Background: an optimization exercise with open tools, aiming at a short achievable clock period. Do not read the settings as production practice. At most, simulation tests tie the RTL to the original design; equivalence was not proved.

==> branch delta <==
Design mwf1_rx, start of the top module:
module mwf1_rx (
    input  wire        clk,
    input  wire        rst,
    input  wire        rx_valid,
    input  wire [7:0]  rx_data,
    output wire        rx_ready,
    output wire        tx_valid,
    output wire [7:0]  tx_data,
    input  wire        tx_ready,
    output wire        pay_we,
    output wire [14:0] pay_addr,
    output wire [7:0]  pay_wdata,
    output wire        frm_valid,
    output wire [14:0] frm_len,
    input  wire        frm_ready,
    output wire [1:0]  st_phase,
    output wire [1:0]  st_rx_state
);
    reg        ph_rx, ph_dis, ph_ack;
    reg [1:0]  ph_enc;
    reg        s_seek, s_len, s_pay, s_crc;
    reg [1:0]  s_enc;
    reg        pw_en;           
    reg [1:0]  mpre;
    reg        wne;
    reg [3:0]  fc;
    reg [7:0]  len_lo, len_hi;
    reg        lo_ge9, lo_le39;   
    reg        len_rng;           
    reg        len_pre;           
    reg [14:0] frm_len_r;
    reg [14:0] lm2;               
    reg [14:0] pay_cnt;
    reg        plast;             
    reg [7:0]  d_r;
    reg        p_v;
    reg [31:0] u_r;
    reg        u_v;
    reg [31:0] crc;
    reg [7:0]  c0, c1;            
    reg        cm;                
    reg [15:0] tmr;
    reg        tge;               
    reg [7:0]  q0, q1, q2;
    reg [1:0]  ac;
    wire [31:0] d_term, c_term;
    mwf1_crc32 u_crc_d (.b(d_r), .o(d_term));
    mwf1_crc32 u_crc_c (.b(crc[7:0]), .o(c_term));
  ...
==> flow/config.mk <==
export PLATFORM = sky130hd
export DESIGN_NAME = mwf1_rx
export DESIGN_NICKNAME = mwf1_rx
export VERILOG_FILES = /design/flow/design.v
export SDC_FILE = /design/flow/constraint.sdc
export NUM_CORES = 4
export LEC_CHECK = 0
export CAP_MARGIN = 20
export CORE_MARGIN = 2
export CORE_UTILIZATION = 60
export PLACE_DENSITY = 0.75
export SETUP_SLACK_MARGIN = 2.3
export SLEW_MARGIN = 20
export TNS_END_PERCENT = 100
==> flow/constraint.sdc <==
create_clock -name core_clock -period 4.0 [get_ports {clk}]
set_input_delay 0.8000 -clock core_clock [delete_from_list [all_inputs] [get_ports {clk}]]
set_output_delay 0.8000 -clock core_clock [all_outputs]
set_load 0.01 [all_outputs]
run.sh (not shown) runs the stock make flow with config.mk's settings and CLKGATE_MAP_FILE= SYNTH_SCRIPT=/design/flow/synth_recipe.tcl, a recipe that flattens the netlist after the stock synthesis.
==> branch juniper (differences from branch delta) <==
Settings changed: CORE_UTILIZATION 60 to 70, PLACE_DENSITY 0.75 to 0.85.
==> branch willow (differences from branch delta) <==
Settings changed: CORE_UTILIZATION 60 to 40, PLACE_DENSITY 0.75 to 0.6.
==> impl_metrics.tcl <==
set metrics [dict create \
    status "timing/DRC/antenna clean" \
    grtUsageMet3 0.0258 \
    cts_resized 390 \
    clock_power_w 0.00214 \
    period_share 0.506 \
    multi_input_area_um2 4450 \
    design.die.area_um2 24400 \
    leakage_nw 4.40 \
]
the above is filed under branch willow

==> impl_metrics.tcl <==
set metrics [dict create \
    design.die.area_um2 14200 \
    nets 1014 \
    clock_power_w 0.00195 \
    initial_utilization 0.707 \
    cts_buffers 21 \
    mostFrequentLayoutCell "xnor2_1" \
    place_area_um2 9990 \
    grtUsageMet3 0.0632 \
    multi_input_area_um2 4710 \
    layout_common_cells "114 x xnor2_1, 89 x dfxtp_1, 82 x buf_4" \
    period_share 0.509 \
    status "timing/DRC/antenna clean" \
    synthToLayoutAreaGrowth_pct 32.9 \
    cts_resized 413 \
]
the above is filed under branch juniper

==> impl_metrics.tcl <==
set metrics [dict create \
    clkLatencyLatePin_ns 0.51 \
    leakage_nw 4.47 \
    cts_resized 403 \
    period_share 0.483 \
    track_usage 0.275 \
    grtUsageMet3 0.0405 \
    design.die.area_um2 16400 \
    status "timing/DRC/antenna clean" \
    clock_power_w 0.00201 \
]
the above is filed under branch delta


==> inputs of run a <==
mwf1_rx, a different RTL version from the one above (not shown whole).
clock: 4.0 ns
lec_check: 0
cap_margin: 20
core_margin: 2
core_utilization: 40
place_density: 0.6
setup_slack_margin: 2.4
slew_margin: 20
tns_end_percent: 100
==> run b: changes against run a <==
==> flow/design.v (replaced) <==
module mwf1_crc32 (
    input  wire [31:0] s,
    input  wire [7:0]  b,
    output reg  [31:0] o
);
    integer i;
    reg [31:0] t;
    always @* begin
        t = s ^ {24'd0, b};
        for (i = 0; i < 8; i = i + 1) begin
            if (t[0])
                t = (t >> 1) ^ 32'hEDB88320;
            else
                t = t >> 1;
        end
        o = t;
    end
endmodule
module mwf1_rx (
    input  wire        clk,
    input  wire        rst,
    input  wire        rx_valid,
    input  wire [7:0]  rx_data,
    output wire        rx_ready,
    output wire        tx_valid,
    output wire [7:0]  tx_data,
    input  wire        tx_ready,
    output wire        pay_we,
    output wire [14:0] pay_addr,
    output wire [7:0]  pay_wdata,
    output wire        frm_valid,
    output wire [14:0] frm_len,
    input  wire        frm_ready,
    output wire [1:0]  st_phase,
    output wire [1:0]  st_rx_state
);
    localparam [15:0] MAXLEN = 16'd26937;    
    reg        ph_rx, ph_dis, ph_ack;
    reg [1:0]  ph_enc;
    reg        s_seek, s_len, s_pay, s_crc;
    reg [1:0]  s_enc;
    reg        pw_en;           
    reg [1:0]  mpre;
    reg        wne;
    reg [1:0]  fc;
    reg [7:0]  len_lo, len_hi;
    reg        len_pre;         
    reg [14:0] frm_len_r;
    reg [14:0] lm1;             
    reg [14:0] pay_cnt;
    reg [7:0]  d_r;
    reg        p_v;
    reg [31:0] crc;
    reg [7:0]  c0;
    reg        cm;
    reg [15:0] tmr;
    reg [7:0]  q0, q1, q2;
    reg [1:0]  ac;
    wire fire = rx_valid;       
    wire [31:0] crc_fold;
    mwf1_crc32 u_crc (.s(crc), .b(d_r), .o(crc_fold));
    wire b_4d = (rx_data == 8'h4D);
    wire b_57 = (rx_data == 8'h57);
    wire b_46 = (rx_data == 8'h46);
    wire b_31 = (rx_data == 8'h31);
    wire b_00 = (rx_data == 8'h00);
    reg [7:0] exp_b;
    always @* begin
        case (fc)
            2'd1:    exp_b = ~crc[15:8];
            2'd2:    exp_b = ~crc[23:16];
            default: exp_b = ~crc[31:24];
        endcase
    end
    wire b_exp = (rx_data == exp_b);
    wire c0_ok = (c0 == ~crc[7:0]);
    wire magic_hit = (mpre == 2'd3) && b_31;
    reg  [1:0] mpre_n;
    always @* begin
        case (mpre)
            2'd0: mpre_n = b_4d ? 2'd1 : 2'd0;
            2'd1: mpre_n = b_57 ? 2'd2 : (b_4d ? 2'd1 : 2'd0);
            2'd2: mpre_n = b_46 ? 2'd3 : (b_4d ? 2'd1 : 2'd0);
            default: mpre_n = b_4d ? 2'd1 : 2'd0;   
        endcase
    end
    wire [15:0] len16   = {len_hi, len_lo};
    wire        len_rng = (len16 >= 16'd9) && (len16 <= MAXLEN);
    wire        len_ok  = len_pre && b_00;
    wire        crc_ok  = cm && b_exp;
    wire        pay_last = (pay_cnt == lm1);
    wire ge32    = |tmr[15:5];
    wire ge48    = (|tmr[15:6]) || (tmr[5] && tmr[4]);
    wire ge40000 = (tmr >= 16'd40000);
    wire t_ge    = (s_seek & ge48) | ((s_len | s_crc) & ge32) | (s_pay & ge40000);
    wire expire  = t_ge && (!s_seek || wne);
    wire [15:0] tmr_inc = (&tmr) ? tmr : tmr + 16'd1;
    wire f_last = (fc == 2'd3);
    always @(posedge clk) begin
        d_r <= rx_data;
        p_v <= !rst && ph_rx && s_pay && fire;
        if (p_v)
            crc <= crc_fold;
        if (rst) begin
            ph_rx   <= 1'b1;
            ph_dis  <= 1'b0;
            ph_ack  <= 1'b0;
            ph_enc  <= 2'd1;
            s_seek  <= 1'b1;
            s_len   <= 1'b0;
            s_pay   <= 1'b0;
            s_crc   <= 1'b0;
            s_enc   <= 2'd0;
            pw_en   <= 1'b0;
            mpre    <= 2'd0;
            wne     <= 1'b0;
            fc      <= 2'd0;
            pay_cnt <= 15'd0;
            crc     <= 32'hFFFFFFFF;
            tmr     <= 16'd0;
            ac      <= 2'd0;
        end else if (ph_rx) begin
            if (fire) begin
                tmr <= tmr_inc;
                if (s_seek) begin
                    tmr <= 16'd0;
                    if (magic_hit) begin
                        mpre   <= 2'd0;
                        wne    <= 1'b0;
                        fc     <= 2'd0;
                        s_seek <= 1'b0;
                        s_len  <= 1'b1;
                        s_enc  <= 2'd1;
                    end else begin
                        mpre <= mpre_n;
                        wne  <= 1'b1;
                    end
                end
                if (s_len) begin
                    fc <= fc + 2'd1;
                    case (fc)
                        2'd0: len_lo  <= rx_data;
                        2'd1: len_hi  <= rx_data;
                        2'd2: len_pre <= b_00 && len_rng;
                        default: ;
                    endcase
                    if (f_last) begin
                        tmr   <= 16'd0;
                        s_len <= 1'b0;
                        if (len_ok) begin
                            frm_len_r <= len16[14:0];
                            lm1       <= len16[14:0] - 15'd1;
                            pay_cnt   <= 15'd0;
                            crc       <= 32'hFFFFFFFF;
                            s_pay     <= 1'b1;
                            s_enc     <= 2'd2;
                            pw_en     <= 1'b1;
                        end else begin
                            q0     <= 8'h45;
                            q1     <= 8'h52;
                            q2     <= 8'h4C;
                            ac     <= 2'd3;
                            ph_rx  <= 1'b0;
                            ph_ack <= 1'b1;
                            ph_enc <= 2'd3;
                            s_seek <= 1'b1;
                            s_enc  <= 2'd0;
                        end
                    end
                end
                if (s_pay) begin
                    pay_cnt <= pay_cnt + 15'd1;
                    if (pay_last) begin
                        fc    <= 2'd0;
                        tmr   <= 16'd0;
                        s_pay <= 1'b0;
                        s_crc <= 1'b1;
                        s_enc <= 2'd3;
                        pw_en <= 1'b0;
                    end
                end
                if (s_crc) begin
                    fc <= fc + 2'd1;
                    case (fc)
                        2'd0: c0 <= rx_data;
                        2'd1: cm <= c0_ok && b_exp;
                        2'd2: cm <= cm && b_exp;
                        default: ;
                    endcase
                    if (f_last) begin
                        tmr    <= 16'd0;
                        s_crc  <= 1'b0;
                        s_seek <= 1'b1;
                        s_enc  <= 2'd0;
                        ph_rx  <= 1'b0;
                        if (crc_ok) begin
                            ph_dis <= 1'b1;
                            ph_enc <= 2'd2;
                        end else begin
                            q0     <= 8'h45;
                            q1     <= 8'h52;
                            q2     <= 8'h43;
                            ac     <= 2'd3;
                            ph_ack <= 1'b1;
                            ph_enc <= 2'd3;
                        end
                    end
                end
            end else if (expire) begin
                tmr    <= 16'd0;
                mpre   <= 2'd0;
                wne    <= 1'b0;
                fc     <= 2'd0;
                s_seek <= 1'b1;
                s_len  <= 1'b0;
                s_pay  <= 1'b0;
                s_crc  <= 1'b0;
                s_enc  <= 2'd0;
                pw_en  <= 1'b0;
            end else begin
                tmr <= tmr_inc;
            end
        end else if (ph_dis) begin
            if (frm_ready) begin
                q0     <= 8'h4F;
                q1     <= 8'h4B;
                ac     <= 2'd2;
                ph_dis <= 1'b0;
                ph_ack <= 1'b1;
                ph_enc <= 2'd3;
            end
        end else begin  
            if (tx_ready) begin
                q0 <= q1;
                q1 <= q2;
                ac <= ac - 2'd1;
                if (ac == 2'd1) begin
                    ph_ack <= 1'b0;
                    ph_rx  <= 1'b1;
                    ph_enc <= 2'd1;
                    pw_en  <= s_pay;
                end
            end
        end
    end
    assign rx_ready    = ph_rx;
    assign tx_valid    = ph_ack;
    assign tx_data     = q0;
    assign pay_we      = rx_valid && pw_en;
    assign pay_addr    = pay_cnt;
    assign pay_wdata   = rx_data;
    assign frm_valid   = ph_dis;
    assign frm_len     = frm_len_r;
    assign st_phase    = ph_enc;
    assign st_rx_state = s_enc;
endmodule
==> comparison <==
Fmax: run a is higher than run b (19%). In run a the via count is lower than in run b, by 11%. In run b the core utilization is higher than in run a, by 1.1 points. Between run b and run a, the lower die area is in run b (gap about 3%, measured against run a). In run b the global-route usage is higher than in run a, by 2.2 points. Between run a and run b, the lower first-iteration DRC count is in run a (gap 0.73%, measured against run b). Against run b, the sequential share of layout area of run a is higher by 4.7 points. Against run b, the synthesized area of run a is higher by 3.3%. Clock-buffer cell count is the same in run b and run a. In run a the register-to-register slack is better than in run b, by 390 ps.
No run of this note included a check of the RTL's function; only the layout flow was run.

-- afterwards: timing with drivers on the ports --
How much do the figures lean on ideal ports? The routed layouts below were timed once more, with nothing changed but the port constraints. Step 1, drivers: a clkbuf_16 drives clk and a buf_2 each remaining input, both assumed. Step 2 times the ports against the registers' clock, not the clock port: input delays grow and output delays shrink by t, the midpoint of the rising clock arrivals with the driver on. Three values: ideal, step 1, step 2; two values: the first two.
run	t (ns)	setup WS [ns]	worst data-port slew with drivers (ns)
branch delta	0.537	2.067 / 2.019 / 1.647	0.09
branch juniper	0.554	1.962 / 1.913 / 1.470	0.09
branch willow	0.550	1.975 / 1.940 / 1.607	0.06
run a	0.478	1.923 / 1.923 / 1.536	0.07
run b	0.470	1.535 / 1.535 / 1.197	0.08
After both steps setup and hold are still met in every run listed. For branch juniper, which loses most, drivers alone change the setup slack by -0.049 ns; drivers and shift together by -0.492 ns.
